What follows belongs to an exercise in optimizing a design on an open flow for small area, a short achievable clock period and few clock cycles; a production flow would make more cautious choices.
RTL that was checked went through simulation tests only; none was proved equivalent to the original.
For runs 2 to 4, only the layout was checked, not whether the RTL still works.
No activity file was given, so power comes from the tool's default toggle rates.

==> design.v <==
module simproc_core (
    input  wire        clk,
    input  wire        rst,           
    input  wire        has_words,     
    output wire        mem_en,
    output wire        mem_we,
    output wire [14:0] mem_addr,
    output wire [15:0] mem_wdata,
    input  wire [15:0] mem_rdata,
    output reg         halted,
    output reg         faulted,
    output reg  [2:0]  fault_cause,
    output wire [15:0] fault_value,
    output reg  [15:0] pc,
    output reg  [11:0] cycle_count,
    output wire        warn_valid,
    output wire [1:0]  warn_kind,
    output wire [15:0] warn_value,
    input  wire [2:0]  dbg_sel,
    output wire [15:0] dbg_data
);
    localparam [11:0] CYCLE_LIMIT = 12'd3000;
    localparam [2:0] F_PC    = 3'd1;
    localparam [2:0] F_LOAD  = 3'd2;
    localparam [2:0] F_STORE = 3'd3;
    localparam [2:0] F_LIMIT = 3'd5;
    localparam [2:0] S_FETCH = 3'd0;    
    localparam [2:0] S_EXEC  = 3'd1;    
    localparam [2:0] S_LOAD  = 3'd2;    
    localparam [2:0] S_MUL   = 3'd3;
    localparam [2:0] S_DIV   = 3'd4;
    reg [2:0]  state;
    reg [15:0] regs [0:7];
    reg [15:0] opx, opy, opb;    
    reg [2:0]  wrd;              
    reg [2:0]  dcnt;
    wire running = !halted && !faulted;
    wire ex      = running && state == S_EXEC;
    assign dbg_data = regs[dbg_sel];
    wire [15:0] w     = mem_rdata;
    wire        fmt_i = w[15];
    wire [5:0]  opr   = w[14:9];
    wire [1:0]  opi   = w[14:13];
    wire [15:0] imm16 = {6'd0, w[9:0]};
    wire is_add   = !fmt_i && opr == 6'd0;
    wire is_sub   = !fmt_i && opr == 6'd1;
    wire is_mul   = !fmt_i && opr == 6'd2;
    wire is_div   = !fmt_i && opr == 6'd3;
    wire is_ceq   = !fmt_i && opr == 6'd4;
    wire is_cne   = !fmt_i && opr == 6'd5;
    wire is_load  = !fmt_i && opr == 6'd15;
    wire is_store = !fmt_i && opr == 6'd16;
    wire is_sys   = !fmt_i && opr == 6'd63;
    wire is_jmp   =  fmt_i && opi == 2'd0;
    wire is_jcond =  fmt_i && opi == 2'd1;
    wire is_badi  =  fmt_i && opi == 2'd2;
    wire is_mov   =  fmt_i && opi == 2'd3;
    wire is_badr  = !fmt_i && !(is_add || is_sub || is_mul || is_div || is_ceq ||
                                is_cne || is_load || is_store || is_sys);
    wire [15:0] a = regs[w[5:3]];
    wire [15:0] b = regs[w[2:0]];
    wire [7:0] nz;
    genvar gi;
    generate
        for (gi = 0; gi < 8; gi = gi + 1) begin : g_nz
            assign nz[gi] = |regs[gi];
        end
    endgenerate
    wire taken  = is_jmp || (is_jcond && nz[w[12:10]]);
    wire ldst   = is_load || is_store;
    wire halt_i = is_sys && !nz[0];
    assign mem_en    = running;
    assign mem_we    = ex && is_store && !a[15];
    wire   sel_a     = ex && ldst;
    wire   sel_imm   = ex && taken;
    assign mem_addr  = ({15{sel_a}} & a[14:0]) | ({15{sel_imm}} & {5'd0, w[9:0]}) |
                       ({15{!sel_a && !sel_imm}} & pc[14:0]);
    assign mem_wdata = b;
    assign warn_valid = ex && (is_badr || is_badi || (is_sys && nz[0]));
    assign warn_kind  = is_sys ? 2'd3 : fmt_i ? 2'd2 : 2'd1;
    assign warn_value = is_sys ? regs[0] : fmt_i ? 16'd2 : {10'd0, opr};
    assign fault_value = (fault_cause == F_LIMIT) ? {4'd0, CYCLE_LIMIT} :
                         (fault_cause == F_PC)    ? pc : opx;
    wire        subm   = w[9];                   
    wire [16:0] addsub = {1'b0, a} + {1'b0, subm ? ~b : b} + {16'd0, subm};
    wire        a_lt_b = a < b;
    wire        eq     = a == b;
    wire        b_zero = !(|b);
    wire [15:0] ex_res = fmt_i  ? imm16 :
                         opr[2] ? {15'd0, eq ^ opr[0]} :
                         opr[1] ? 16'd0 : addsub[15:0];
    wire ex_wr  = is_add || is_sub || is_ceq || is_cne || is_mov || is_div;
    wire [2:0] ex_wa = fmt_i ? w[12:10] : w[8:6];
    wire div_quick = b_zero || a_lt_b;
    wire swap = is_mul && a_lt_b;
    wire [15:0] pp0 = opb[0] ? opx : 16'd0;
    wire [15:0] pp1 = opb[1] ? {opx[14:0], 1'b0} : 16'd0;
    wire [15:0] pp2 = opb[2] ? {opx[13:0], 2'd0} : 16'd0;
    wire [15:0] pp3 = opb[3] ? {opx[12:0], 3'd0} : 16'd0;
    wire [15:0] prod = opy + pp0 + pp1 + pp2 + pp3;
    wire        mul_last = !(|opb[15:4]);
    wire [17:0] r4 = {opy, opx[15:14]};
    wire [18:0] t1 = {1'b0, r4} - {3'd0, opb};
    wire [18:0] t2 = {1'b0, r4} - {2'd0, opb, 1'b0};
    wire [18:0] t3 = {1'b0, r4} - {3'd0, opb} - {2'd0, opb, 1'b0};
    reg  [15:0] r2;
    reg  [1:0]  qd;
    always @(*) begin
        if (!t3[18])      begin r2 = t3[15:0]; qd = 2'd3; end
        else if (!t2[18]) begin r2 = t2[15:0]; qd = 2'd2; end
        else if (!t1[18]) begin r2 = t1[15:0]; qd = 2'd1; end
        else              begin r2 = r4[15:0]; qd = 2'd0; end
    end
    wire [15:0] q2 = {opx[13:0], qd};
    wire [15:0] pc_next = taken ? imm16 : pc;
    wire [15:0] pc_inc  = pc + 16'd1;
    wire [15:0] pc_cont = taken ? {5'd0, {1'b0, w[9:0]} + 11'd1} : pc_inc;
    wire        at_limit = cycle_count == CYCLE_LIMIT;
    always @(posedge clk) begin
        if (rst) begin
            state       <= S_FETCH;
            pc          <= 16'd1;
            cycle_count <= 12'd0;
            halted      <= !has_words;
            faulted     <= 1'b0;
            fault_cause <= 3'd0;
            regs[0] <= 16'd0; regs[1] <= 16'd0; regs[2] <= 16'd0; regs[3] <= 16'd0;
            regs[4] <= 16'd0; regs[5] <= 16'd0; regs[6] <= 16'd0; regs[7] <= 16'd0;
        end else if (running) begin
            case (state)
                S_FETCH: begin
                    if (pc[15]) begin
                        faulted     <= 1'b1;
                        fault_cause <= F_PC;
                    end else begin
                        pc    <= pc + 16'd1;
                        state <= S_EXEC;
                    end
                end
                S_EXEC: begin
                    opx <= swap ? b : a;
                    opb <= swap ? a : b;
                    opy <= 16'd0;
                    wrd <= w[8:6];
                    dcnt <= 3'd7;
                    if (ex_wr)
                        regs[ex_wa] <= ex_res;
                    if (is_load && !a[15]) begin
                        state <= S_LOAD;
                    end else if (is_mul) begin
                        state <= S_MUL;
                    end else if (is_div && !div_quick) begin
                        state <= S_DIV;
                    end else begin
                        cycle_count <= cycle_count + 12'd1;
                        if (ldst && a[15]) begin
                            faulted     <= 1'b1;
                            fault_cause <= is_load ? F_LOAD : F_STORE;
                        end else if (halt_i) begin
                            halted <= 1'b1;
                        end else if (at_limit) begin
                            faulted     <= 1'b1;
                            fault_cause <= F_LIMIT;
                            pc          <= pc_next;
                        end else if (is_store) begin
                            state <= S_FETCH;
                        end else if (!taken && pc[15]) begin
                            faulted     <= 1'b1;
                            fault_cause <= F_PC;
                            pc          <= pc_next;
                        end else begin
                            pc <= pc_cont;
                        end
                    end
                end
                default: begin    
                    if (state == S_DIV) begin
                        opy  <= r2;
                        opx  <= q2;
                        dcnt <= dcnt - 3'd1;
                    end
                    if (state == S_MUL) begin
                        opy <= prod;
                        opx <= {opx[11:0], 4'd0};
                        opb <= {4'd0, opb[15:4]};
                    end
                    if (state == S_LOAD || (state == S_MUL && mul_last) ||
                        (state == S_DIV && dcnt == 3'd0)) begin
                        regs[wrd] <= (state == S_LOAD) ? mem_rdata :
                                     (state == S_MUL)  ? prod : q2;
                        cycle_count <= cycle_count + 12'd1;
                        if (at_limit) begin
                            faulted     <= 1'b1;
                            fault_cause <= F_LIMIT;
                        end else if (pc[15]) begin
                            faulted     <= 1'b1;
                            fault_cause <= F_PC;
                        end else begin
                            pc    <= pc + 16'd1;
                            state <= S_EXEC;
                        end
                    end
                end
            endcase
        end
    end
endmodule
==> run.sh <==
#!/bin/bash
# synth_recipe.tcl (not shown) runs the flow's synth.tcl, then flattens the netlist and writes it again
# the make line also repeats each setting of config.mk as NAME=value (left out here)
make -C /OpenROAD-flow-scripts/flow DESIGN_CONFIG=/design/flow/config.mk WORK_HOME=/design/flow/orfs CLKGATE_MAP_FILE= SYNTH_SCRIPT=/design/flow/synth_recipe.tcl finish
==> config.mk <==
export PLATFORM = sky130hd
export DESIGN_NAME = simproc_core
export DESIGN_NICKNAME = simproc_core
export VERILOG_FILES = /design/flow/design.v
export SDC_FILE = /design/flow/constraint.sdc
export NUM_CORES = 4
export LEC_CHECK = 0
export CAP_MARGIN = 20
export CORE_MARGIN = 2
export CORE_UTILIZATION = 40
export PLACE_DENSITY = 0.6
export SLEW_MARGIN = 20
==> constraint.sdc <==
create_clock -name core_clock -period 10.0 [get_ports {clk}]
set_input_delay 2.0000 -clock core_clock [delete_from_list [all_inputs] [get_ports {clk}]]
set_output_delay 2.0000 -clock core_clock [all_outputs]
set_load 0.01 [all_outputs]
==> out/results.txt, run 1 <==
Area Growth Syn to Fin - 13.6%
Critical R2R Capture - regs[6][1]$_SDFFCE_PN0P_
worst reg2reg path depth - 17
max incr delay on CP - 0.99 ns
register area - 6200 um^2
final worst path period share - 0.853
syn avg cell area - 9.33 um^2
Clock Tree Buf Depth - 3
Cell Pwr Density - 123 nW/um^2
chip width - 230 um
syn_nets - 2366
Critical Path RT - 8.00 ns
cell-internal power - 1.89 mW
Setup-failing EPs final - 0
vias in the first global route - 18142
Post-Synthesis Cells - 2198
DIE HEIGHT - 230 um
final hold vios - 0
io pins - 139
drt total wl - 76000 um
Pleak - 8.90 nW
fillers - 4869
RSZ-0062 raised after global routing - false
area occupied by multi-input gates - 13300 um^2
Root Buffer - clkbuf_16
GRT Total Usage - 0.283
Setup crit end kind - primary output
startpoint type of the worst setup path - primary input
crit path time final - 8.53 ns
crit-path cells - clkdlybuf4s50_1 -> or4b_1 -> or4_1 -> o2111a_1 -> nor4_4 -> or2_2 -> nor2_1 -> buf_4 -> nor2_1 -> a221o_1 -> clkdlybuf4s50_1
post-synth top area share - 0.268
number of remaining DRC errors - 0
leading post-synthesis cells by cell area - edfxtp_1 (27%), mux4_2 (10%), ha_1 (6.2%)
CP max-delay cell - clkdlybuf4s50_1
sequential area share after synthesis - 0.302
logic gate share of total power - 0.296
CP Buf/Inv Count - 3
post-route ant nets - 0
CTS tree - yes
Buffers on Ports - 138
Layout Utilization - 0.457
reg-to-reg slack, setup - 3.88 ns
Die Area - 53100 um^2
final worst slack - 1.47 ns
count leader, synth - nor2_1
Post-synth EDFFs - 183
initial antenna violation count - 1
routability cong. - 0.944
Achievable Freq - 117 MHz
beginning of the critical path - mem_rdata[10]
routed via count - 18670
Mapped Area - 20500 um^2
# resized after CTS - 0
Core Region - 51000 um^2
actual transition at the worst max-transition pin - 1.13 ns
share of cells above drive strength 1 - 0.110
crit path max fanout - 21
status - finished clean
TritonCTS buffer count - 26
Starting Density - 0.402
Max-Cap Viols - 0
DR vias/cell - 6.29
Ys Warns - 1
DR WL/cell - 25.6 um
relative max-transition margin - 0.243
power share of the sequential group - 0.372
Fin Setup TNS - 0 ns
GRT overflow - 0
switching part of the total - 0.340
kind of critical path - in2out
most instantiated cells after synthesis - nor2_1 (274), nand2_1 (191), edfxtp_1 (183)
cts hold-fix bufs - 0
synth unique cells - 105
Clock Power Share - 0.331
clock latency on the worst-skew pair - 0.59 ns
CTS clk-pin slew, worst paths - 0.06 ns
top_reg_cell synth - edfxtp_1
first-pass detailed-route iteration total - 5
asr flop ratio synth - 0
critical path arrival - 6.53 ns
first-pass GRT wire length - 114000 um
cell count along the critical path - 11
hpwl dp - 58200 um
largest net degree at the start of global routing - 63
max-slew violations - 0
hold crit path type - reg2reg
#FFs+latches synth - 218
origin of the critical flop-to-flop path - opb[1]$_DFFE_PP_
row cnt - 83
DRT iter0 DRCs - 2142
CP endpoint - mem_addr[1]
setup bufs post-CTS - 0
clk sink count - 218
Synth area leader - edfxtp_1
Max VDD drop - 0.140 mV
switching power total - 0.976 mW
Top delay family on crit path - simple AND/OR/NAND/NOR gates
post-place setup slack - 1.58 ns
Final Skew - 0.0434 ns
number of nets in the layout - 2438
CTS H-tree depth - 1
## power by group through the flow
stage,registers [mW],clock network [mW],logic [mW]
6_report,1.07,0.950,0.850
5_1_grt,1.07,0.994,0.918
4_1_cts,1.06,0.963,0.840
3_5_place_dp,1.08,0,0.835
3_3_place_gp,1.08,0,0.826
2_1_floorplan,1.06,0,0.570
## state kept, by name (all words and copies together) (netlist names), 3 cells and up
signal and flops:
opb 16, cycle_count 12, dcnt 3, opx 16, wrd 3, opy 16
regs 128, pc 16, state 3, fault_cause 3
## layout make-up
type,instances,share of cell area
multi-input combinational,1700,0.569
sequential,218,0.266
timing repair buffer,169,0.0682
tap,680,0.0365
clock buffer,28,0.0282
inverter,155,0.0250
clock inverter,19,0.00757
antenna,1,0.000107
## stage by stage
stage	std cells	power [mW]	instance area [um^2]	hold slack, ns
final	2970	2.87	23300	0.534
after global routing	2969	2.98	23300	0.562
after CTS	2969	2.87	23300	0.520
after detailed placement	2922	1.92	22500	0.511
after global placement	2922	1.91	22500	0.498
after floorplan	2198	1.63	20500	0.503
## cell families after synthesis
family                   synth area share
XOR/XNOR                           0.0440
multiplexers                        0.154
adder cells (fa/ha/maj)             0.105
buffers and inverters              0.0532
flip-flops                          0.302
AO/OA/AOI/OAI                       0.170
AND/OR/NAND/NOR                     0.172
## how the worst min path moves through the flow
stage / startpoint / endpoint / slack, ns / cells after the start
finish: faulted$_SDFFE_PP0P_ / faulted$_SDFFE_PP0P_ / 0.53 / 2
global route: fault_cause[0]$_SDFFE_PP0P_ / fault_cause[0]$_SDFFE_PP0P_ / 0.56 / 2
CTS: fault_cause[0]$_SDFFE_PP0P_ / fault_cause[0]$_SDFFE_PP0P_ / 0.52 / 2
detailed placement: fault_cause[0]$_SDFFE_PP0P_ / fault_cause[0]$_SDFFE_PP0P_ / 0.51 / 2
global placement: fault_cause[0]$_SDFFE_PP0P_ / fault_cause[0]$_SDFFE_PP0P_ / 0.50 / 2
floorplan: fault_cause[0]$_SDFFE_PP0P_ / fault_cause[0]$_SDFFE_PP0P_ / 0.50 / 2
## cells in the final DEF (no fill, tap or decap), drive strengths merged, types with 12 or more instances in the layout
master and count:
mux2 38, dfxtp 35, nor2 274, and3 31
o21ai 115, mux2i 61, a21o 27, inv 153
or3 12, xnor2 75, nor3 36, clkinv 17
clkbuf 28, fa 44, buf 36, o211ai 20
o21a 19, a31oi 23, nand3 44, nor2b 13
ha 102, a22oi 22, edfxtp 183, nand2 192
a21oi 136, and2 30, mux4 93, nand4 20
a211oi 20, nor4 31, nand2b 16, xor2 28
o31ai 21, clkdlybuf4s50 133
## worst register-to-register path: cells and delay by family (launching register included)
family,cells,cell delay (ns)
AO/OA/AOI/OAI,9,3.01
flip-flops,1,0.81
adder cells (fa/ha/maj),2,0.79
AND/OR/NAND/NOR,4,0.76
buffers and inverters,1,0.33
XOR/XNOR,1,0.19
## metal layers
layer  vias to the layer above  part of all wire  track usage
met1                      9277              0.41        0.383
met2                       905              0.45        0.447
met5                         -           0.00016            0
met4                         2             0.051        0.127
met3                       196             0.084       0.0443
li1                       8290                 -            -
Testbench counts, summed over its fixed seeds: cycles 251,335.
==> inputs of run 2 (changes only) <==
--- a/design.v
+++ b/design.v
@@ -116,6 +116,23 @@
     wire [15:0] pc_inc  = pc + 16'd1;
     wire [15:0] pc_cont = taken ? {5'd0, {1'b0, w[9:0]} + 11'd1} : pc_inc;
     wire        at_limit = cycle_count == CYCLE_LIMIT;
+    wire fin_ld  = state == S_LOAD;
+    wire fin_mul = state == S_MUL && mul_last;
+    wire fin_div = state == S_DIV && dcnt == 3'd0;
+    wire        rf_we = running && ((state == S_EXEC && ex_wr) || fin_ld || fin_mul || fin_div);
+    wire [2:0]  rf_wa = (state == S_EXEC) ? ex_wa : wrd;
+    wire [15:0] rf_wd = (state == S_EXEC) ? ex_res :
+                        (state == S_LOAD) ? mem_rdata :
+                        (state == S_MUL)  ? prod : q2;
+    wire [15:0] rf_d  = rf_wd & {16{!rst}};
+    genvar gr;
+    generate
+        for (gr = 0; gr < 8; gr = gr + 1) begin : g_rf
+            always @(posedge clk)
+                if (rst || (rf_we && rf_wa == gr))
+                    regs[gr] <= rf_d;
+        end
+    endgenerate
     always @(posedge clk) begin
         if (rst) begin
             state       <= S_FETCH;
@@ -124,8 +141,6 @@
             halted      <= !has_words;
             faulted     <= 1'b0;
             fault_cause <= 3'd0;
-            regs[0] <= 16'd0; regs[1] <= 16'd0; regs[2] <= 16'd0; regs[3] <= 16'd0;
-            regs[4] <= 16'd0; regs[5] <= 16'd0; regs[6] <= 16'd0; regs[7] <= 16'd0;
         end else if (running) begin
             case (state)
                 S_FETCH: begin
@@ -143,8 +158,6 @@
                     opy <= 16'd0;
                     wrd <= w[8:6];
                     dcnt <= 3'd7;
-                    if (ex_wr)
-                        regs[ex_wa] <= ex_res;
                     if (is_load && !a[15]) begin
                         state <= S_LOAD;
                     end else if (is_mul) begin
@@ -184,10 +197,7 @@
                         opx <= {opx[11:0], 4'd0};
                         opb <= {4'd0, opb[15:4]};
                     end
-                    if (state == S_LOAD || (state == S_MUL && mul_last) ||
-                        (state == S_DIV && dcnt == 3'd0)) begin
-                        regs[wrd] <= (state == S_LOAD) ? mem_rdata :
-                                     (state == S_MUL)  ? prod : q2;
+                    if (fin_ld || fin_mul || fin_div) begin
                         cycle_count <= cycle_count + 12'd1;
                         if (at_limit) begin
                             faulted     <= 1'b1;
--- a/config.mk
+++ b/config.mk
@@ -9,4 +9,5 @@
 export CORE_MARGIN = 2
 export CORE_UTILIZATION = 40
 export PLACE_DENSITY = 0.6
+export SETUP_SLACK_MARGIN = 4
 export SLEW_MARGIN = 20
==> run 2 against run 1 <==
Net effect:
- still clean on timing, DRC and antenna
- non-clock buffer count increased by 134
- synthesized cell count increased by 5.9%
- global-route usage grew 6.8 points
- hold slack got worse by 0.054 ns
- largest power group is now combinational cells
==> out/results.txt, run 2 <==
vias in the first global route - 20246
clock latency on the worst-skew pair - 0.59 ns
DIE HEIGHT - 227 um
hpwl dp - 64700 um
post-route ant nets - 0
final worst path period share - 0.608
first-pass detailed-route iteration total - 9
startpoint type of the worst setup path - primary input
Fin Setup TNS - 0 ns
chip width - 227 um
hold crit path type - reg2reg
kind of critical path - in2out
DRT iter0 DRCs - 2741
CTS H-tree depth - 1
most instantiated cells after synthesis - nand2_1 (268), nor2_1 (230), edfxtp_1 (183)
fillers - 4573
first-pass GRT wire length - 133000 um
Area Growth Syn to Fin - 26.6%
Post-synth EDFFs - 183
Max VDD drop - 0.124 mV
Setup-failing EPs final - 0
Ys Warns - 2
Die Area - 51400 um^2
Starting Density - 0.405
synth unique cells - 83
Root Buffer - clkbuf_16
critical path arrival - 4.08 ns
number of remaining DRC errors - 0
crit path time final - 6.08 ns
Cell Pwr Density - 147 nW/um^2
drt total wl - 91700 um
final hold vios - 0
Achievable Freq - 165 MHz
Largest register FFs - 128
Final Skew - 0.0292 ns
Post-Synthesis Cells - 2328
TritonCTS buffer count - 27
clk sink count - 218
syn avg cell area - 8.52 um^2
routed via count - 20701
RSZ-0062 raised after global routing - true
Critical Path RT - 8.00 ns
Clock Tree Buf Depth - 3
Max-Cap Viols - 0
commonest non-fill, non-tap cell in the layout - nand2_1
CTS tree - yes
Setup crit end kind - primary output
top_reg_cell synth - edfxtp_1
most frequent cells in the layout - nand2_1 (264), nor2_1 (206), edfxtp_1 (183), inv_1 (169), buf_4 (131)
largest reg by FF count - regs
asr flop ratio synth - 0
leading post-synthesis cells by cell area - edfxtp_1 (28%), ha_1 (6.6%), nand2_1 (5.1%)
share of cells above drive strength 1 - 0.182
cts hold-fix bufs - 0
Synth area leader - edfxtp_1
status - finished clean
Tot Pwr - 3.69 mW
row cnt - 81
routability cong. - 0.994
initial antenna violation count - 1
number of nets in the layout - 2700
count leader, synth - nand2_1
GRT Total Usage - 0.351
# diodes - 0
Core Region - 49000 um^2
DR WL/cell - 28.5 um
max-slew violations - 0
relative max-transition margin - 0.213
CTS clk-pin slew, worst paths - 0.05 ns
syn_nets - 2499
post-synth top area share - 0.277
largest net degree at the start of global routing - 57
Pleak - 10.0 nW
actual transition at the worst max-transition pin - 1.17 ns
#FFs+latches synth - 218
sequential area share after synthesis - 0.313
Mapped Area - 19800 um^2
DR vias/cell - 6.45
Buffers on Ports - 138
crit path max fanout - 8
GRT overflow - 0
io pins - 139
run 2: routing by layer:
layer  track usage  vias up  wire length [um]
met5             0        -                 0
li1              -     8936                 -
met1         0.443     9994             34000
met2         0.550     1400             40400
met3        0.0653      371              9830
met4         0.230        0              7400
run 2: worst max-delay path, cell delays in order:
cell and delay [ns]:
buf_12 0.11, ha_4 0.17, ha_4 0.15, buf_6 0.11, or4_4 0.54, or2_4 0.33, buf_6 0.14, a31oi_4 0.26
buf_6 0.15, buf_6 0.11
run 2: layout make-up:
cell class | instances | area [um^2] | area share
clock buffer | 29 | 683 | 0.0272
clock inverter | 18 | 233 | 0.00927
inverter | 179 | 696 | 0.0277
multi-input combinational | 1800 | 13500 | 0.537
sequential | 218 | 6200 | 0.247
tap | 664 | 831 | 0.0331
timing repair buffer | 303 | 2990 | 0.119
run 2: per-stage QoR:
stage,std cells,instance area [um^2],hold slack (ns),worst slack [ns],util
floorplan,2328,20200,0.491,3.59,-
global placement,3043,22200,0.469,1.68,0.453
detailed placement,3043,22200,0.470,1.54,0.453
CTS,3171,24500,0.478,4.00,0.501
global route,3211,25100,0.502,3.89,0.513
finish,3211,25100,0.480,3.92,0.513
run 2: path summary, 6_finish.rpt:
path	start	to	slack [ns]	depth (start not counted)
setup / recovery	mem_rdata[1]	mem_wdata[4]	3.92	10
hold / removal	fault_cause[1]$_SDFFE_PP0P_	fault_cause[1]$_SDFFE_PP0P_	0.48	2
setup reg to reg	opx[5]$_DFFE_PP_	regs[4][15]$_DFFE_PP_	4.34	18
hold reg to reg	fault_cause[1]$_SDFFE_PP0P_	fault_cause[1]$_SDFFE_PP0P_	0.48	2
run 2: logic make-up after synthesis:
kind of cell    count (synthesis)  synth area share
flops                         218             0.313
simple gates                  817             0.190
fa+ha+maj                     152             0.112
mux                           107            0.0673
compound gates                609             0.209
xor+xnor                      110            0.0486
buf+inv                       315            0.0603
run 2: power breakdown:
| part | internal (mW) | switching, mW |
|---|---|---|
| Sequential | 1.08 | 0.110 |
| Combinational | 0.587 | 0.875 |
| Clock | 0.622 | 0.424 |
run 2: repair_timing:
action / in CTS / in global routing
cloned: 11 / 4
endpoints found under the hold margin: 0 / 0
setup endpoints to repair: 273 / 129
pin swaps: 37 / 31
setup buffers: 70 / 35
gates resized for setup: 295 / 74
==> inputs of run 3 (changes only) <==
--- a/design.v
+++ b/design.v
@@ -36,7 +36,6 @@
     reg [2:0]  dcnt;
     wire running = !halted && !faulted;
     wire ex      = running && state == S_EXEC;
-    assign dbg_data = regs[dbg_sel];
     wire [15:0] w     = mem_rdata;
     wire        fmt_i = w[15];
     wire [5:0]  opr   = w[14:9];
@@ -58,7 +57,9 @@
     wire is_badr  = !fmt_i && !(is_add || is_sub || is_mul || is_div || is_ceq ||
                                 is_cne || is_load || is_store || is_sys);
     wire [15:0] a = regs[w[5:3]];
-    wire [15:0] b = regs[w[2:0]];
+    wire [2:0]  b_sel = running ? w[2:0] : dbg_sel;
+    wire [15:0] b = regs[b_sel];
+    assign dbg_data = b;
     wire [7:0] nz;
     genvar gi;
     generate
--- a/config.mk
+++ b/config.mk
@@ -9,5 +9,5 @@
 export CORE_MARGIN = 2
 export CORE_UTILIZATION = 40
 export PLACE_DENSITY = 0.6
-export SETUP_SLACK_MARGIN = 4
+export SETUP_SLACK_MARGIN = 5
 export SLEW_MARGIN = 20
==> run 3 against run 2 <==
Net effect:
- clock power up 7%
- sequential share of layout area down 2.5 points
- non-clock buffer count up 202
- setup slack worse by 0.36 ns
- synthesized cell count down 6.2%
- utilization up 7.6 points
- largest power group unchanged
==> out/results.txt, run 3 <==
status - finished clean
share of cells above drive strength 1 - 0.337
count leader, synth - nand2_1
CTS H-tree depth - 1
Max VDD drop - 0.143 mV
Setup-failing EPs final - 0
final worst path period share - 0.644
Largest register FFs - 128
Hold Path Stages - 2
Area Growth Syn to Fin - 46.0%
area occupied by multi-input gates - 14100 um^2
Starting Density - 0.403
sequential area share after synthesis - 0.324
routed via count - 20842
top_reg_cell synth - edfxtp_1
Setup crit end kind - primary output
#FFs+latches synth - 218
crit path time final - 6.44 ns
Final Skew - 0.0309 ns
cts hold-fix bufs - 0
hpwl dp - 60100 um
initial antenna violation count - 0
max-slew violations - 0
register area - 6200 um^2
DRT iter0 DRCs - 2709
startpoint type of the worst setup path - primary input
vias in the first global route - 20310
actual transition at the worst max-transition pin - 1.16 ns
final hold vios - 0
Worst Hold End - fault_cause[1]$_SDFFE_PP0P_
worst hold start - fault_cause[1]$_SDFFE_PP0P_
reg-to-reg slack, setup - 4.19 ns
# diodes - 0
largest reg by FF count - regs
Ys Warns - 2
clock latency on the worst-skew pair - 0.59 ns
DR WL/cell - 28.5 um
Post-synth EDFFs - 183
relative max-transition margin - 0.224
Achievable Freq - 155 MHz
GRT overflow - 0
crit path max fanout - 6
first-pass detailed-route iteration total - 8
Synth area leader - edfxtp_1
Mapped Area - 19100 um^2
GRT Total Usage - 0.354
fillers - 3938
origin of the critical flop-to-flop path - faulted$_SDFFE_PP0P_
syn avg cell area - 8.76 um^2
post-route ant nets - 0
routability cong. - 1.01
DIE HEIGHT - 223 um
Cell Pwr Density - 178 nW/um^2
clk sink count - 218
number of nets in the layout - 2755
worst reg2reg path depth - 25
drt total wl - 91900 um
Max-Cap Viols - 0
largest net degree at the start of global routing - 63
kind of critical path - in2out
first-pass GRT wire length - 131000 um
Post-Synthesis Cells - 2183
hold_ws - 0.503 ns
hold crit path type - reg2reg
Core Region - 47400 um^2
synth unique cells - 105
Critical Path RT - 8.00 ns
syn_nets - 2351
Critical R2R Capture - regs[4][4]$_DFFE_PP_
Die Area - 49600 um^2
leading post-synthesis cells by cell area - edfxtp_1 (29%), ha_1 (6.7%), fa_1 (4.6%)
chip width - 223 um
critical path arrival - 4.44 ns
Buffers on Ports - 138
most frequent cells in the layout - nand2_1 (206), buf_4 (187), edfxtp_1 (183), buf_6 (156), nor2_1 (149)
commonest non-fill, non-tap cell in the layout - nand2_1
RSZ-0062 raised after global routing - true
CTS clk-pin slew, worst paths - 0.06 ns
Clock Tree Buf Depth - 3
Root Buffer - clkbuf_16
most instantiated cells after synthesis - nand2_1 (222), nor2_1 (184), edfxtp_1 (183)
io pins - 139
DR vias/cell - 6.47
row cnt - 80
Pleak - 11.3 nW
asr flop ratio synth - 0
TritonCTS buffer count - 27
number of remaining DRC errors - 0
Fin Setup TNS - 0 ns
post-synth top area share - 0.287
CTS tree - yes
[run 3: changes by cell type in the layout (fill, tap and decap cells not counted), moves of 33 or more]
cell     before  now
nand2_1     264  206
nor2_1      206  149
buf_4       131  187
inv_1       169  127
a21oi_2      12   45
buf_6        23  156
[run 3: through the flow]
| stage | area [um^2] | std cells | total power, mW | util | worst slack [ns] |
|---|---|---|---|---|---|
| global route | 27900 | 3223 | 5.17 | 0.589 | 3.53 |
| floorplan | 19900 | 2183 | 2.43 | - | 4.14 |
| detailed placement | 21600 | 2842 | 3.03 | 0.454 | 1.81 |
| finish | 27900 | 3223 | 4.98 | 0.589 | 3.56 |
| global placement | 21500 | 2840 | 3.01 | 0.453 | 1.74 |
| CTS | 26200 | 3136 | 4.60 | 0.552 | 3.61 |
[run 3: kinds of logic after synthesis]
group | Yosys count | synth area share
AOI/OAI and AO/OA | 641 | 0.223
xor gates and xnor gates | 107 | 0.0490
and+or+nand+nor | 714 | 0.184
DFF | 218 | 0.324
adders and majority gates | 146 | 0.113
buffers and inverters | 274 | 0.0604
muxes | 83 | 0.0470
[run 3: worst max-delay path by stage]
stage | startpoint | endpoint | slack (ns) | cells past startpoint
after CTS | mem_rdata[10] | mem_addr[9] | 3.61 | 12
final | mem_rdata[10] | mem_addr[9] | 3.56 | 12
after detailed placement | mem_rdata[10] | mem_addr[4] | 1.81 | 8
after floorplan | mem_rdata[0] | regs[0][12]$_DFFE_PP_ | 4.14 | 19
after global routing | mem_rdata[10] | mem_addr[9] | 3.53 | 12
after global placement | mem_rdata[10] | mem_addr[4] | 1.74 | 8
[run 3: repair_timing]
action | in CTS | in global routing
buffers inserted | 227 | 86
gates resized for setup | 710 | 252
endpoints found under the setup margin | 350 | 278
pin swaps | 152 | 139
cloned | 17 | 0
[run 3: power breakdown]
part | internal [mW] | switching [mW]
Sequential | 1.11 | 0.135
Clock | 0.681 | 0.437
Combinational | 1.18 | 1.44
Total | 2.97 | 2.01
[run 3: layout make-up]
type / instances / share of cell area
clock buffers: 29 / 0.0245
inverters: 142 / 0.0199
repair buffers: 505 / 0.190
flip-flops and latches: 218 / 0.222
well taps: 615 / 0.0276
multi-input cells: 1693 / 0.506
clock inverters: 21 / 0.0112
[run 3: routing by layer]
metal	GRT usage	part of all wire
met5	0	0
met2	0.571	0.46
met3	0.0823	0.10
met4	0.255	0.087
met1	0.414	0.36
[run 3: critical path: stages]
cell and delay (ns):
buf_16 0.12, nor4_4 0.16, nand4_1 0.24, nor4_2 0.30, a31oi_1 0.07, mux4_2 0.54
o21ai_4 0.20, buf_6 0.13, nor2_4 0.05, buf_6 0.15, a221o_1 0.32, buf_2 0.14
==> inputs of run 4 (changes only) <==
--- a/config.mk
+++ b/config.mk
@@ -8,6 +8,7 @@
 export CAP_MARGIN = 20
 export CORE_MARGIN = 2
 export CORE_UTILIZATION = 40
+export CTS_BUF_LIST = sky130_fd_sc_hd__clkbuf_4 sky130_fd_sc_hd__clkbuf_8
 export PLACE_DENSITY = 0.6
-export SETUP_SLACK_MARGIN = 5
+export SETUP_SLACK_MARGIN = 4
 export SLEW_MARGIN = 20
==> run 4 against run 3 <==
Net effect:
- highest routed layer is now met5
- global-route usage fell by 1.9 points
- sequential power barely moved
- non-clock buffer count fell by 151
- first-iteration DRC count fell by 10%
- register-to-register slack got worse by 0.03 ns
- clock skew rose by 0.013 ns
- critical path depth fell by 4
- sequential share of layout area rose by 3.2 points
- flip-flop and latch count did not move
- largest cell class unchanged
==> out/results.txt, run 4 <==
clock latency on the worst-skew pair - 0.63 ns
routability cong. - 0.989
relative max-transition margin - 0.159
status - finished clean
row cnt - 80
DRT iter0 DRCs - 2439
sequential area share after synthesis - 0.324
Worst Hold End - fault_cause[1]$_SDFFE_PP0P_
Hold Path Stages - 2
routed via count - 19658
GRT overflow - 0
Final Instance Area - 24400 um^2
final worst path period share - 0.634
Critical R2R Capture - regs[2][14]$_DFFE_PP_
CP max-delay cell - or4_4
Top delay family on crit path - simple AND/OR/NAND/NOR gates
Pleak - 9.96 nW
Area Growth Syn to Fin - 27.8%
worst reg2reg path depth - 24
leading post-synthesis cells by cell area - edfxtp_1 (29%), ha_1 (6.7%), fa_1 (4.6%)
#FFs+latches synth - 218
Buffers on Ports - 138
Starting Density - 0.403
io pins - 139
Synth area leader - edfxtp_1
# diodes - 0
Max-Cap Viols - 0
top_reg_cell synth - edfxtp_1
Post-synth EDFFs - 183
reg-to-reg slack, setup - 4.16 ns
max incr delay on CP - 0.65 ns
startpoint type of the worst setup path - primary input
Die Area - 49600 um^2
initial antenna violation count - 1
crit path time final - 6.34 ns
Setup crit end kind - primary output
vias in the first global route - 18896
actual transition at the worst max-transition pin - 1.24 ns
synth unique cells - 105
most frequent cells in the layout - nand2_1 (214), edfxtp_1 (183), nor2_1 (168), buf_4 (154), a21oi_1 (140)
CTS tree - yes
Top Layer Used - met5
hold crit path type - reg2reg
post-synth top area share - 0.287
origin of the critical flop-to-flop path - halted$_SDFFCE_PN1P_
Largest register FFs - 128
Clock Tree Buf Depth - 3
number of nets in the layout - 2619
Met3 Wirelength - 8040 um
DIE HEIGHT - 223 um
worst hold start - fault_cause[1]$_SDFFE_PP0P_
CTS H-tree depth - 2
Root Buffer - clkbuf_8
Post-Place Cells - 2856
Max VDD drop - 0.116 mV
Critical Path RT - 8.00 ns
max-slew violations - 0
kind of critical path - in2out
critical path arrival - 4.34 ns
met1 wire length - 32700 um
DR WL/cell - 27.6 um
CTS clk-pin slew, worst paths - 0.06 ns
Layout Utilization - 0.515
Mapped Area - 19100 um^2
Achievable Freq - 158 MHz
CP Buf/Inv Count - 3
asr flop ratio synth - 0
DR vias/cell - 6.35
chip width - 223 um
final hold vios - 0
commonest non-fill, non-tap cell in the layout - nand2_1
crit path max fanout - 8
Core Region - 47400 um^2
final worst slack - 3.66 ns
syn avg cell area - 8.76 um^2
Ys Warns - 2
hold_ws - 0.516 ns
Placed Area - 21100 um^2
drt total wl - 85400 um
fillers - 4506
post-place setup slack - 1.79 ns
Cell Pwr Density - 175 nW/um^2
RSZ-0062 raised after global routing - true
Tot Pwr - 4.27 mW
wire length on met2 - 39100 um
Final Skew - 0.0442 ns
number of remaining DRC errors - 0
post-route ant nets - 0
most instantiated cells after synthesis - nand2_1 (222), nor2_1 (184), edfxtp_1 (183)
share of cells above drive strength 1 - 0.203
Fin Setup TNS - 0 ns
first-pass detailed-route iteration total - 6
first-pass GRT wire length - 124000 um
hpwl dp - 60200 um
Cell Count, Final, Fillers Out - 3094
TritonCTS buffer count - 42
Post-Synthesis Cells - 2183
GRT Total Usage - 0.335
clk sink count - 218
crit-path cells - clkdlybuf4s50_1 -> or4_4 -> nand2_1 -> nand3_4 -> buf_4 -> nor2_4 -> a221o_1 -> clkbuf_2
count leader, synth - nand2_1
Setup-failing EPs final - 0
syn_nets - 2351
largest reg by FF count - regs
largest net degree at the start of global routing - 43
[run 4: area by class of cell]
cell class / instances / area (um^2) / area share
multi-input combinational: 1693 / 12700 / 0.518
sequential: 218 / 6200 / 0.253
clock inverter: 15 / 178 / 0.00727
clock buffer: 57 / 709 / 0.0290
timing repair buffer: 354 / 3360 / 0.138
inverter: 142 / 557 / 0.0228
tap: 615 / 769 / 0.0315
[run 4: power breakdown]
| group | internal [mW] | leakage (nW) | total, mW | switching, mW |
|---|---|---|---|---|
| clock | 0.563 | 0.468 | 0.990 | 0.427 |
| sequential | 1.11 | 2.09 | 1.24 | 0.127 |
| combinational | 0.839 | 7.41 | 2.04 | 1.20 |
[run 4: per-layer routing]
metal  GRT usage  up-vias
met5           0        -
li1            -     8553
met1       0.423     9580
met3      0.0624      312
met4       0.196        2
met2       0.535     1211
[run 4: worst max-delay path by stage]
| stage | startpoint | to | slack (ns) | depth (start not counted) |
|---|---|---|---|---|
| after floorplan | mem_rdata[10] | mem_addr[6] | 4.01 | 10 |
| after global placement | mem_rdata[10] | mem_addr[9] | 1.76 | 12 |
| after detailed placement | mem_rdata[10] | mem_addr[9] | 1.79 | 12 |
| after CTS | mem_rdata[10] | mem_addr[3] | 3.59 | 14 |
| after global routing | mem_rdata[10] | mem_addr[3] | 3.61 | 14 |
| final | mem_rdata[13] | mem_addr[9] | 3.66 | 8 |
[run 4: repair_timing]
item,CTS,global route
hold buffers,0,0
setup endpoints to repair,277,192
cloned,7,1
pin swaps,62,55
setup buffers,112,46
resized for setup,334,88
[run 4: worst min-delay path: cells and delay by family (launching register included)]
kind	cells	cell delay, ns
AOI/OAI and AO/OA	2	0.14
DFF	1	0.32
[run 4: cell families after synthesis]
group,after synthesis,synth area share
AOI/OAI and AO/OA,641,0.223
xor gates and xnor gates,107,0.0490
muxes,83,0.0470
and+or+nand+nor,714,0.184
adders and majority gates,146,0.113
DFF,218,0.324
buffers and inverters,274,0.0604
==> inputs of run 5 (changes only) <==
--- a/design.v
+++ b/design.v
@@ -73,7 +73,7 @@
     assign mem_en    = running;
     assign mem_we    = ex && is_store && !a[15];
     wire   sel_a     = ex && ldst;
-    wire   sel_imm   = ex && taken;
+    wire   sel_imm   = ex && (is_jmp || is_jcond);
     assign mem_addr  = ({15{sel_a}} & a[14:0]) | ({15{sel_imm}} & {5'd0, w[9:0]}) |
                        ({15{!sel_a && !sel_imm}} & pc[14:0]);
     assign mem_wdata = b;
@@ -85,14 +85,16 @@
     wire        subm   = w[9];                   
     wire [16:0] addsub = {1'b0, a} + {1'b0, subm ? ~b : b} + {16'd0, subm};
     wire        a_lt_b = a < b;
+    wire        a_lt_2b = {1'b0, a} < {b, 1'b0};
     wire        eq     = a == b;
     wire        b_zero = !(|b);
     wire [15:0] ex_res = fmt_i  ? imm16 :
                          opr[2] ? {15'd0, eq ^ opr[0]} :
-                         opr[1] ? 16'd0 : addsub[15:0];
+                         opr[1] ? {15'd0, opr[0] && div_one} : addsub[15:0];
     wire ex_wr  = is_add || is_sub || is_ceq || is_cne || is_mov || is_div;
     wire [2:0] ex_wa = fmt_i ? w[12:10] : w[8:6];
-    wire div_quick = b_zero || a_lt_b;
+    wire div_quick = b_zero || a_lt_2b;
+    wire div_one   = !b_zero && !a_lt_b;
     wire swap = is_mul && a_lt_b;
     wire [15:0] pp0 = opb[0] ? opx : 16'd0;
     wire [15:0] pp1 = opb[1] ? {opx[14:0], 1'b0} : 16'd0;
@@ -134,6 +136,8 @@
                     regs[gr] <= rf_d;
         end
     endgenerate
+    always @(posedge clk)
+        opy <= (state == S_MUL) ? prod : (state == S_DIV) ? r2 : 16'd0;
     always @(posedge clk) begin
         if (rst) begin
             state       <= S_FETCH;
@@ -156,7 +160,6 @@
                 S_EXEC: begin
                     opx <= swap ? b : a;
                     opb <= swap ? a : b;
-                    opy <= 16'd0;
                     wrd <= w[8:6];
                     dcnt <= 3'd7;
                     if (is_load && !a[15]) begin
@@ -176,7 +179,7 @@
                             faulted     <= 1'b1;
                             fault_cause <= F_LIMIT;
                             pc          <= pc_next;
-                        end else if (is_store) begin
+                        end else if (is_store || (is_jcond && !taken)) begin
                             state <= S_FETCH;
                         end else if (!taken && pc[15]) begin
                             faulted     <= 1'b1;
@@ -189,12 +192,10 @@
                 end
                 default: begin    
                     if (state == S_DIV) begin
-                        opy  <= r2;
                         opx  <= q2;
                         dcnt <= dcnt - 3'd1;
                     end
                     if (state == S_MUL) begin
-                        opy <= prod;
                         opx <= {opx[11:0], 4'd0};
                         opb <= {4'd0, opb[15:4]};
                     end
--- a/config.mk
+++ b/config.mk
@@ -7,8 +7,7 @@
 export LEC_CHECK = 0
 export CAP_MARGIN = 20
 export CORE_MARGIN = 2
-export CORE_UTILIZATION = 40
-export CTS_BUF_LIST = sky130_fd_sc_hd__clkbuf_4 sky130_fd_sc_hd__clkbuf_8
-export PLACE_DENSITY = 0.6
+export CORE_UTILIZATION = 60
+export PLACE_DENSITY = 0.75
 export SETUP_SLACK_MARGIN = 4
 export SLEW_MARGIN = 20
==> run 5 against run 4 <==
Net effect:
- critical path depth increased by 1
- synthesized area rose by 1.9%
- flip-flop and latch count stayed put
- total power decreased by 17%
- synthesized cell count increased by 3.3%
- sequential power decreased by 6%
- hold slack improved by 0.012 ns
- cell count fell by 7.4%
- final area decreased by 4.5%
- clock-buffer cell count fell by 29
- non-clock buffer count down 85
- critical path type unchanged
- critical endpoint is now mem_wdata[2]
==> out/results.txt, run 5 <==
post-place setup slack - 1.72 ns
CTS clk-pin slew, worst paths - 0.06 ns
relative max-transition margin - 0.219
Fin Setup TNS - 0 ns
final worst path period share - 0.603
number of nets in the layout - 2592
top_reg_cell synth - edfxtp_1
origin of the critical flop-to-flop path - opb[2]$_DFFE_PP_
routability cong. - 1.01
asr flop ratio synth - 0
Post-synth EDFFs - 167
hpwl dp - 57100 um
routed via count - 20331
beginning of the critical path - mem_rdata[2]
first-pass detailed-route iteration total - 9
Pleak - 9.63 nW
Placed Area - 21100 um^2
post-route ant nets - 0
Core Region - 31800 um^2
CTS tree - yes
hold_ws - 0.528 ns
TritonCTS buffer count - 25
count leader, synth - nand2_1
final worst slack - 3.97 ns
kind of critical path - in2out
Starting Density - 0.613
crit path max fanout - 12
hold crit path type - reg2reg
share of cells above drive strength 1 - 0.148
fillers - 2360
startpoint type of the worst setup path - primary input
largest net degree at the start of global routing - 66
#FFs+latches synth - 218
clock latency on the worst-skew pair - 0.56 ns
final hold vios - 0
clk sink count - 218
sequential area share after synthesis - 0.310
Post-Synthesis Cells - 2256
most instantiated cells after synthesis - nand2_1 (229), nor2_1 (199), edfxtp_1 (167)
RSZ-0062 raised after global routing - true
most frequent cells in the layout - nand2_1 (224), nor2_1 (181), edfxtp_1 (167), o21ai_0 (156), a21oi_1 (156)
worst hold start - cycle_count[11]$_SDFFE_PP0P_
post-synth top area share - 0.257
first-pass GRT wire length - 117000 um
cts hold-fix bufs - 0
Area Growth Syn to Fin - 19.8%
Final Skew - 0.0203 ns
largest reg by FF count - regs
critical path arrival - 4.03 ns
Cell Pwr Density - 151 nW/um^2
Achievable Freq - 166 MHz
vias in the first global route - 19101
crit path time final - 6.03 ns
chip width - 184 um
DIE HEIGHT - 184 um
Root Buffer - clkbuf_16
commonest non-fill, non-tap cell in the layout - nand2_1
Ys Warns - 2
Mapped Area - 19500 um^2
max incr delay on CP - 0.55 ns
initial antenna violation count - 3
Die Area - 33900 um^2
number of remaining DRC errors - 0
crit-path cells - buf_6 -> or4_4 -> o31ai_4 -> buf_12 -> buf_4 -> a222oi_1 -> a21oi_1 -> o22a_2 -> dlygate4sd2_1
DRT iter0 DRCs - 3175
Largest register FFs - 128
GRT Total Usage - 0.467
actual transition at the worst max-transition pin - 1.17 ns
syn avg cell area - 8.64 um^2
Buffers on Ports - 138
Critical Path RT - 8.00 ns
leading post-synthesis cells by cell area - edfxtp_1 (26%), ha_1 (7.4%), dfxtp_1 (5.2%)
Max-Cap Viols - 0
synth unique cells - 104
drt total wl - 81500 um
GRT overflow - 0
CP max-delay cell - or4_4
syn_nets - 2438
Synth area leader - edfxtp_1
CTS H-tree depth - 1
Setup-failing EPs final - 0
Clock Tree Buf Depth - 3
Setup crit end kind - primary output
Tot Pwr - 3.52 mW
row cnt - 65
Max VDD drop - 0.151 mV
status - finished clean
io pins - 139
DR WL/cell - 28.4 um
max-slew violations - 0
Final Instance Area - 23300 um^2
DR vias/cell - 7.10
==> run 5: cell count changes in the layout (fill, tap and decap cells not counted), moves of 16 or more <==
cell and delta:
a21oi_1 +16, buf_4 -50, buf_6 -27, clkbuf_16 +25
clkbuf_8 -47, dlygate4sd2_1 +17, edfxtp_1 -16, mux2i_1 -21
o21ai_0 +26
==> run 5: path summary, 6_finish.rpt <==
kind | end | depth (start not counted) | slack, ns
min | cycle_count[11]$_SDFFE_PP0P_ | 2 | 0.53
max | mem_wdata[2] | 9 | 3.97
max reg2reg | regs[5][0]$_DFFE_PP_ | 17 | 4.09
min reg2reg | cycle_count[11]$_SDFFE_PP0P_ | 2 | 0.53
==> run 5: worst max-delay path, delay by kind of cell <==
family / cells / cell delay (ns)
compound gates: 4 / 0.67
buf+inv: 4 / 0.78
simple gates: 1 / 0.55
==> run 5: kinds of logic after synthesis <==
kind of cell / count (synthesis) / synth area share
flip-flops: 218 / 0.310
AND/OR/NAND/NOR: 756 / 0.189
XOR/XNOR: 95 / 0.0427
buffers and inverters: 291 / 0.0647
multiplexers: 77 / 0.0483
AO/OA/AOI/OAI: 659 / 0.226
adder cells (fa/ha/maj): 160 / 0.120
==> run 5: what timing repair did <==
item | CTS | global route
setup buffers | 66 | 19
pin swaps | 24 | 23
gates resized for setup | 215 | 62
endpoints found under the hold margin | 0 | 0
cloned | 7 | 1
endpoints found under the setup margin | 244 | 162
==> run 5: metrics by stage <==
step | cells | utilization
2_1_floorplan | 2256 | -
3_3_place_gp | 2725 | 0.662
3_5_place_dp | 2725 | 0.662
4_1_cts | 2843 | 0.722
5_1_grt | 2863 | 0.734
6_report | 2864 | 0.734
==> run 5: report_power, final <==
group	total (mW)	switching, mW	internal [mW]	leakage, nW
registers	1.16	0.0979	1.06	2.08
clock network	0.890	0.400	0.490	0.381
logic	1.48	0.894	0.582	7.17
==> run 5: layer usage <==
layer	wire, um	vias up	track usage
li1	-	8578	-
met1	28100	9516	0.559
met2	36000	1744	0.730
met3	9620	493	0.110
met4	7730	0	0.359
met5	0	-	0
==> run 5: cell type report <==
type,count,area (um^2),area share
Multi-Input combinational cell,1750,12800,0.547
Timing Repair Buffer,269,2640,0.113
Inverter,145,564,0.0242
Tap cell,435,544,0.0233
Timing Repair inverter,1,5.00,0.000214
Clock buffer,28,637,0.0273
Sequential cell,218,6040,0.259
Clock inverter,17,141,0.00606
Antenna cell,1,2.50,0.000107
Testbench counts of run 5, summed over its fixed seeds: cycles 245,060.
==> inputs of run 6 (changes only) <==
--- a/config.mk
+++ b/config.mk
@@ -7,7 +7,7 @@
 export LEC_CHECK = 0
 export CAP_MARGIN = 20
 export CORE_MARGIN = 2
-export CORE_UTILIZATION = 60
-export PLACE_DENSITY = 0.75
+export CORE_UTILIZATION = 40
+export PLACE_DENSITY = 0.6
 export SETUP_SLACK_MARGIN = 4
 export SLEW_MARGIN = 20
==> run 6 against run 5 <==
Net effect:
- fmax about the same
- first-iteration DRC count decreased by 33%
- clock power increased by 17%
- final area increased by 2.7%
- via count decreased by 4.0%
- clock-buffer cell count increased by 2
- sequential share of layout area decreased by 0.69 points
- critical path depth increased by 1
- synthesized area unchanged
- non-clock buffer count increased by 18
- clock skew increased by 0.0043 ns
- setup slack about the same
- largest cell class unchanged
- largest power group unchanged
==> out/results.txt, run 6 <==
commonest non-fill, non-tap cell in the layout - nand2_1
status - finished clean
final worst path period share - 0.603
hold crit path type - reg2reg
switching power total - 1.41 mW
RSZ-0062 raised after global routing - true
logic gate share of total power - 0.405
largest reg by FF count - regs
hold_ws - 0.500 ns
Ys Warns - 2
Clock Power Share - 0.282
Pleak - 9.72 nW
DR WL/cell - 27.7 um
Area Growth Syn to Fin - 23.0%
asr flop ratio synth - 0
CP Buf/Inv Count - 5
crit path time final - 6.03 ns
cell-internal power - 2.29 mW
max-slew violations - 0
kind of critical path - in2out
CP max-delay cell - or4_4
first-pass GRT wire length - 122000 um
# diodes - 0
cts hold-fix bufs - 0
Critical R2R Capture - regs[0][0]$_DFFE_PP_
Core Region - 47900 um^2
Setup-failing EPs final - 0
reg-to-reg slack, setup - 4.30 ns
Layout Utilization - 0.500
io pins - 139
worst hold start - cycle_count[9]$_SDFFE_PP0P_
Post-Synthesis Cells - 2256
Hold Path Stages - 2
Synth area leader - edfxtp_1
actual transition at the worst max-transition pin - 1.18 ns
crit-path cells - buf_16 -> or4_4 -> o31ai_4 -> buf_12 -> buf_4 -> nor2_1 -> a31oi_1 -> o22a_2 -> buf_4 -> dlygate4sd2_1
Largest register FFs - 128
largest net degree at the start of global routing - 66
chip width - 225 um
hpwl dp - 60700 um
Max-Cap Viols - 0
drt total wl - 84800 um
Starting Density - 0.406
#FFs+latches synth - 218
Top delay family on crit path - buffers and inverters
final hold vios - 0
worst reg2reg path depth - 20
switching part of the total - 0.381
number of nets in the layout - 2612
Final Skew - 0.0245 ns
top_reg_cell synth - edfxtp_1
largest family of logic cells by synthesized area - compound AO/OA/AOI/OAI gates
syn avg cell area - 8.64 um^2
beginning of the critical path - mem_rdata[0]
Die Area - 50500 um^2
most frequent CP cell - buf_4
routed via count - 19526
mux contribution to synthesized area - 0.0483
DRT iter0 DRCs - 2123
DIE HEIGHT - 225 um
Clock Tree Buf Depth - 3
syn_nets - 2438
power share of the sequential group - 0.313
TritonCTS buffer count - 27
Fin Setup TNS - 0 ns
share of cells above drive strength 1 - 0.167
origin of the critical flop-to-flop path - opb[2]$_DFFE_PP_
clk sink count - 218
row cnt - 80
Cell Pwr Density - 154 nW/um^2
CTS clk-pin slew, worst paths - 0.06 ns
Root Buffer - clkbuf_16
Mapped Area - 19500 um^2
Compound-Gate Fraction of Synth Area - 0.226
routability cong. - 1.03
synth unique cells - 104
post-route ant nets - 0
post-synth top area share - 0.257
Worst Hold End - cycle_count[9]$_SDFFE_PP0P_
first-pass detailed-route iteration total - 6
most instantiated cells after synthesis - nand2_1 (229), nor2_1 (199), edfxtp_1 (167)
critical path arrival - 4.03 ns
Buffers on Ports - 138
Achievable Freq - 166 MHz
leading post-synthesis cells by cell area - edfxtp_1 (26%), ha_1 (7.4%), dfxtp_1 (5.2%)
Max VDD drop - 0.129 mV
startpoint type of the worst setup path - primary input
CTS tree - yes
Post-synth EDFFs - 167
Setup crit end kind - primary output
initial antenna violation count - 0
clock latency on the worst-skew pair - 0.59 ns
Critical Path RT - 8.00 ns
max incr delay on CP - 0.54 ns
XOR/XNOR share of the synthesized area - 0.0427
most frequent cells in the layout - nand2_1 (224), nor2_1 (183), edfxtp_1 (167), o21ai_0 (151), a21oi_1 (149)
GRT overflow - 0
count leader, synth - nand2_1
number of remaining DRC errors - 0
crit path max fanout - 11
Synth Area in Adders - 0.120
relative max-transition margin - 0.215
GRT Total Usage - 0.326
vias in the first global route - 18580
sequential area share after synthesis - 0.310
DR vias/cell - 6.37
Simple-Gate Fraction of Synth Area - 0.189
CTS H-tree depth - 1
==> run 6: changes by cell type in the layout (fill, tap and decap cells not counted), sizes merged, moves of 4 or more <==
| cell | change |
|---|---|
| buf | +24 |
| bufinv | +4 |
| clkbuf | +6 |
| clkdlybuf4s15 | +8 |
| clkdlybuf4s50 | -4 |
| dlygate4sd2 | -6 |
| dlymetal6s2s | -7 |
==> run 6: through the flow <==
step	area [um^2]	total power, mW	instances	setup slack, ns
global route	24000	3.83	3065	3.94
floorplan	19600	1.97	2256	4.01
global placement	21300	2.43	2901	1.73
CTS	23400	3.60	3026	3.85
finish	24000	3.69	3065	3.97
detailed placement	21300	2.44	2902	1.53
==> run 6: how the worst max path moves through the flow <==
stage,endpoint,cells past startpoint,slack (ns)
final,dbg_data[14],10,3.97
after global routing,warn_valid,12,3.94
after CTS,dbg_data[3],10,3.85
after detailed placement,regs[4][15]$_DFFE_PP_,16,1.53
after global placement,regs[4][7]$_DFFE_PP_,15,1.73
after floorplan,opx[1]$_DFFE_PP_,20,4.01
==> run 6: cell families after synthesis <==
logic type / after synthesis
simple gates: 756
compound gates: 659
buf+inv: 291
flops: 218
fa+ha+maj: 160
xor+xnor: 95
mux: 77
==> run 6: layout make-up <==
cell class	count	area, um^2
clock inverters	19	236
fillers	4525	24000
well taps	615	769
repair buffers	287	2750
multi-input cells	1750	12900
flip-flops and latches	218	6040
inverters	145	574
clock buffers	30	687
repair inverters	1	5.00
==> run 6: power groups by stage <==
stage / clock network (mW) / logic (mW) / registers, mW
finish: 1.04 / 1.50 / 1.16
global route: 1.08 / 1.60 / 1.16
CTS: 1.05 / 1.40 / 1.15
detailed placement: 0 / 1.27 / 1.17
global placement: 0 / 1.26 / 1.17
floorplan: 0 / 0.856 / 1.12
==> run 6: timing repair <==
item                       CTS  global route
setup endpoints to repair  261           162
cloned                       8             1
gates resized for setup    275            81
setup buffers               67            38
pin swaps                   31            31
==> run 6: worst register-to-register path, cell delays in order (launching register included) <==
cell and delay [ns]:
edfxtp_1 0.64, inv_1 0.31, ha_1 0.45, o21a_1 0.17
o31ai_2 0.11, a211oi_1 0.70, or3_1 0.21, a21oi_1 0.07
xnor2_1 0.21, ha_1 0.32, a21oi_1 0.21, nand3b_1 0.10
o21ai_1 0.35, o21ai_0 0.21, a211oi_1 0.26, nor3_2 0.08
buf_4 0.24, a21oi_2 0.32, a221o_1 0.30, a21oi_4 0.05
buf_12 0.16
==> run 6: per-layer routing <==
metal	part of all wire	up-vias	wire length, um	GRT usage
li1	-	8617	-	-
met1	0.38	9493	32400	0.406
met3	0.079	320	6700	0.0461
met2	0.46	1096	39100	0.533
met5	0	-	0	0
met4	0.079	0	6670	0.207
==> inputs of run 7 (changes only) <==
--- a/design.v
+++ b/design.v
@@ -32,7 +32,8 @@
     reg [2:0]  state;
     reg [15:0] regs [0:7];
     reg [15:0] opx, opy, opb;    
-    reg [2:0]  wrd;              
+    reg [2:0]  wrd;
+    reg        mlt;              
     reg [2:0]  dcnt;
     wire running = !halted && !faulted;
     wire ex      = running && state == S_EXEC;
@@ -72,8 +73,9 @@
     wire halt_i = is_sys && !nz[0];
     assign mem_en    = running;
     assign mem_we    = ex && is_store && !a[15];
-    wire   sel_a     = ex && ldst;
-    wire   sel_imm   = ex && (is_jmp || is_jcond);
+    wire   near_ldst = !fmt_i && !opr[5] && (opr[4] || opr[3]);
+    wire   sel_a     = ex && near_ldst;
+    wire   sel_imm   = ex && fmt_i && !opi[1];
     assign mem_addr  = ({15{sel_a}} & a[14:0]) | ({15{sel_imm}} & {5'd0, w[9:0]}) |
                        ({15{!sel_a && !sel_imm}} & pc[14:0]);
     assign mem_wdata = b;
@@ -95,13 +97,14 @@
     wire [2:0] ex_wa = fmt_i ? w[12:10] : w[8:6];
     wire div_quick = b_zero || a_lt_2b;
     wire div_one   = !b_zero && !a_lt_b;
-    wire swap = is_mul && a_lt_b;
-    wire [15:0] pp0 = opb[0] ? opx : 16'd0;
-    wire [15:0] pp1 = opb[1] ? {opx[14:0], 1'b0} : 16'd0;
-    wire [15:0] pp2 = opb[2] ? {opx[13:0], 2'd0} : 16'd0;
-    wire [15:0] pp3 = opb[3] ? {opx[12:0], 3'd0} : 16'd0;
+    wire [15:0] mcand = mlt ? opb : opx;
+    wire [15:0] mplr  = mlt ? opx : opb;
+    wire [15:0] pp0 = mplr[0] ? mcand : 16'd0;
+    wire [15:0] pp1 = mplr[1] ? {mcand[14:0], 1'b0} : 16'd0;
+    wire [15:0] pp2 = mplr[2] ? {mcand[13:0], 2'd0} : 16'd0;
+    wire [15:0] pp3 = mplr[3] ? {mcand[12:0], 3'd0} : 16'd0;
     wire [15:0] prod = opy + pp0 + pp1 + pp2 + pp3;
-    wire        mul_last = !(|opb[15:4]);
+    wire        mul_last = !(|mplr[15:4]);
     wire [17:0] r4 = {opy, opx[15:14]};
     wire [18:0] t1 = {1'b0, r4} - {3'd0, opb};
     wire [18:0] t2 = {1'b0, r4} - {2'd0, opb, 1'b0};
@@ -158,8 +161,9 @@
                     end
                 end
                 S_EXEC: begin
-                    opx <= swap ? b : a;
-                    opb <= swap ? a : b;
+                    opx <= a;
+                    opb <= b;
+                    mlt <= a_lt_b;
                     wrd <= w[8:6];
                     dcnt <= 3'd7;
                     if (is_load && !a[15]) begin
@@ -179,7 +183,7 @@
                             faulted     <= 1'b1;
                             fault_cause <= F_LIMIT;
                             pc          <= pc_next;
-                        end else if (is_store || (is_jcond && !taken)) begin
+                        end else if (near_ldst || (is_jcond && !taken)) begin
                             state <= S_FETCH;
                         end else if (!taken && pc[15]) begin
                             faulted     <= 1'b1;
@@ -196,8 +200,9 @@
                         dcnt <= dcnt - 3'd1;
                     end
                     if (state == S_MUL) begin
-                        opx <= {opx[11:0], 4'd0};
-                        opb <= {4'd0, opb[15:4]};
+                        opx <= {mcand[11:0], 4'd0};
+                        opb <= {4'd0, mplr[15:4]};
+                        mlt <= 1'b0;
                     end
                     if (fin_ld || fin_mul || fin_div) begin
                         cycle_count <= cycle_count + 12'd1;
--- a/config.mk
+++ b/config.mk
@@ -5,6 +5,7 @@
 export SDC_FILE = /design/flow/constraint.sdc
 export NUM_CORES = 4
 export LEC_CHECK = 0
+export ABC_AREA = 1
 export CAP_MARGIN = 20
 export CORE_MARGIN = 2
 export CORE_UTILIZATION = 40
==> run 7 against run 6 <==
Net effect:
- still clean
- combinational power grew 87%
- non-clock buffer count shrank 3
- hold slack lost 0.013 ns
- synthesized cell count grew 22%
- clock power is essentially flat
- via count grew 9.6%
- cell count grew 19%
- utilization grew 0.19 points
- synthesized area grew 1.6%
==> out/results.txt, run 7 <==
Mapped Area - 19800 um^2
syn avg cell area - 7.18 um^2
count leader, synth - nand2_1
largest reg by FF count - regs
vias in the first global route - 20531
final hold vios - 0
cts hold-fix bufs - 0
commonest non-fill, non-tap cell in the layout - nand2_1
Cell Pwr Density - 213 nW/um^2
Placed Area - 21600 um^2
hpwl dp - 70300 um
row cnt - 81
hold_ws - 0.488 ns
Cell Count, Final, Fillers Out - 3652
most instantiated cells after synthesis - nand2_1 (546), inv_1 (472), nor2_1 (265)
first-pass GRT wire length - 133000 um
top_reg_cell synth - edfxtp_1
Post-synth EDFFs - 168
first-pass detailed-route iteration total - 5
number of nets in the layout - 3147
Ys Warns - 2
critical path arrival - 4.01 ns
Synth area leader - edfxtp_1
crit path max fanout - 10
Clock Power Share - 0.203
post-place setup slack - 2.02 ns
max-slew violations - 0
number of remaining DRC errors - 0
CTS clk-pin slew, worst paths - 0.05 ns
DIE HEIGHT - 226 um
power share of the sequential group - 0.261
kind of critical path - in2out
Post-Place Cells - 3480
Root Buffer - clkbuf_16
Setup crit end kind - primary output
status - finished clean
Final Instance Area - 24600 um^2
routability cong. - 1.04
startpoint type of the worst setup path - primary input
Post-Synthesis Cells - 2759
Setup-failing EPs final - 0
post-route ant nets - 0
asr flop ratio synth - 0
final worst slack - 3.99 ns
Pleak - 11.2 nW
CTS H-tree depth - 1
Buffers on Ports - 138
routed via count - 21394
fillers - 4892
Max-Cap Viols - 0
chip width - 226 um
Starting Density - 0.404
Clock Tree Buf Depth - 3
area occupied by multi-input gates - 12200 um^2
Achievable Freq - 166 MHz
drt total wl - 92500 um
Max VDD drop - 0.161 mV
RSZ-0062 raised after global routing - true
actual transition at the worst max-transition pin - 1.07 ns
#FFs+latches synth - 219
Fin Setup TNS - 0 ns
Critical Path RT - 8.00 ns
most frequent cells in the layout - nand2_1 (535), inv_1 (448), nor2_1 (258), o21ai_0 (172), edfxtp_1 (168)
Area Growth Syn to Fin - 24.1%
switching power total - 2.44 mW
relative max-transition margin - 0.281
crit path time final - 6.01 ns
register area - 6070 um^2
TritonCTS buffer count - 27
syn_nets - 2939
DRT iter0 DRCs - 2155
GRT Total Usage - 0.356
DR vias/cell - 5.86
Final Skew - 0.0207 ns
cell-internal power - 2.79 mW
io pins - 139
clock latency on the worst-skew pair - 0.58 ns
final worst path period share - 0.601
share of cells above drive strength 1 - 0.125
clk sink count - 219
synth unique cells - 57
CTS tree - yes
Die Area - 51300 um^2
Core Region - 49000 um^2
GRT overflow - 0
post-synth top area share - 0.255
DR WL/cell - 25.3 um
switching part of the total - 0.466
initial antenna violation count - 3
leading post-synthesis cells by cell area - edfxtp_1 (25%), nand2_1 (10%), inv_1 (8.9%)
logic gate share of total power - 0.536
largest net degree at the start of global routing - 82
hold crit path type - reg2reg
Largest register FFs - 128
sequential area share after synthesis - 0.306
-- run 7: cell types whose count changed after synthesis, moves of 42 or more --
cell	delta
inv_1	+331
mux2i_1	-49
nand2_1	+317
nand3_1	+81
nand4_1	+43
nor2_1	+66
o21ai_0	+42
o22ai_1	+43
xnor2_1	-52
xor2_1	+44
-- run 7: critical path, cell delays in order --
cell	delay, ns
buf_6	0.14
nand2_1	0.13
clkinvlp_4	0.13
buf_12	0.15
buf_12	0.12
nand2_4	0.10
buf_4	0.16
o22ai_2	0.08
nor2_1	0.14
o2111ai_1	0.10
o21ai_1	0.15
buf_4	0.20
o22ai_1	0.08
dlygate4sd2_1	0.30
-- run 7: kinds of logic (layout without fill, tap and decap cells) --
| kind of cell | count (synthesis) | after routing | synth area share |
|---|---|---|---|
| other cells | 0 | 2 | 0 |
| xor+xnor | 87 | 87 | 0.0385 |
| buf+inv | 595 | 819 | 0.121 |
| flops | 219 | 219 | 0.306 |
| simple gates | 1124 | 1127 | 0.247 |
| compound gates | 576 | 576 | 0.171 |
| fa+ha+maj | 158 | 158 | 0.117 |
-- run 7: area by class of cell --
type	count	area share
Clock inverter	20	0.00983
Tap cell	664	0.0338
Multi-Input combinational cell	1948	0.497
Clock buffer	28	0.0277
Inverter	487	0.0783
Sequential cell	219	0.247
Antenna cell	2	0.000204
Timing Repair Buffer	284	0.106
-- run 7: path summary, 6_finish.rpt --
kind	start	endpoint	slack [ns]	depth (start not counted)
worst max-delay path	mem_rdata[3]	mem_addr[14]	3.99	14
worst min-delay path	cycle_count[11]$_SDFFE_PP0P_	cycle_count[11]$_SDFFE_PP0P_	0.49	2
worst max register to register	mlt$_SDFFCE_PN0P_	regs[6][12]$_DFFE_PP_	4.22	25
worst min register to register	cycle_count[11]$_SDFFE_PP0P_	cycle_count[11]$_SDFFE_PP0P_	0.49	2
-- run 7: metal layers --
metal | share of wire | routed length, um | GRT usage | up-vias
met2 | 0.46 | 42700 | 0.584 | 1163
met4 | 0.071 | 6610 | 0.225 | 2
met5 | 0.00014 | 13 | 0 | -
li1 | - | - | - | 9664
met1 | 0.39 | 35700 | 0.434 | 10263
met3 | 0.081 | 7460 | 0.0584 | 302
-- run 7: timing repair --
| item | 4_1_cts | 5_1_grt |
|---|---|---|
| cloned | 3 | 1 |
| resized for setup | 304 | 49 |
| buffers inserted | 94 | 23 |
| pin swaps | 42 | 16 |
| endpoints found under the setup margin | 230 | 103 |
| endpoints found under the hold margin | 0 | 0 |
-- run 7: power by group through the flow --
stage	clock, mW	sequential, mW	combinational, mW
6_report	1.06	1.37	2.80
5_1_grt	1.10	1.38	3.03
4_1_cts	1.07	1.35	2.70
3_5_place_dp	0	1.36	2.51
3_3_place_gp	0	1.37	2.51
2_1_floorplan	0	1.30	1.59
-- run 7: per-stage QoR --
stage                util  power [mW]
floorplan               -        2.89
detailed placement  0.442        3.87
global placement    0.442        3.87
finish              0.502        5.23
CTS                 0.492        5.12
global route        0.502        5.51
Testbench counts of run 7, summed over its fixed seeds: cycles 245,060.

==> what the ideal ports hide <==
Ports are ideal in the flow. The routed layouts listed here were re-timed in OpenROAD. Step 1: set_driving_cell puts a clkbuf_16 on clk and a buf_2 on each other input, an assumption about the parent block. Step 2 times the ports against the registers' clock, not the clock port: input delays grow and output delays shrink by t, the midpoint of the rising clock arrivals with the driver on. Slacks: ideal / step 1 / step 2; pairs: ideal / step 1.
| run | t (ns) | setup WS [ns] | hold WS [ns] | worst data-port slew with drivers (ns) | cell pins on the clock port's net |
|---|---|---|---|---|---|
| run 1 | 0.629 | 1.465 / 1.443 / 1.443 | 0.534 / 0.534 / 0.534 | 0.04 | 1 |
| run 2 | 0.635 | 3.921 / 3.831 / 3.335 | 0.480 / 0.480 / 0.480 | 0.11 | 1 |
| run 3 | 0.634 | 3.558 / 3.483 / 3.398 | 0.503 / 0.503 / 0.503 | 0.11 | 1 |
| run 4 | 0.666 | 3.664 / 3.563 / 3.396 | 0.516 / 0.516 / 0.516 | 0.13 | 1 |
| run 5 | 0.601 | 3.971 / 3.915 / 3.422 | 0.528 / 0.528 / 0.528 | 0.08 | 1 |
| run 6 | 0.642 | 3.971 / 3.895 / 3.428 | 0.500 / 0.500 / 0.500 | 0.17 | 1 |
| run 7 | 0.629 | 3.991 / 3.934 / 3.577 | 0.488 / 0.488 / 0.488 | 0.11 | 1 |
After both steps setup and hold are still met in every run listed. The setup slack of run 2, which loses most, moves by -0.090 ns with the drivers and by -0.586 ns with both steps.
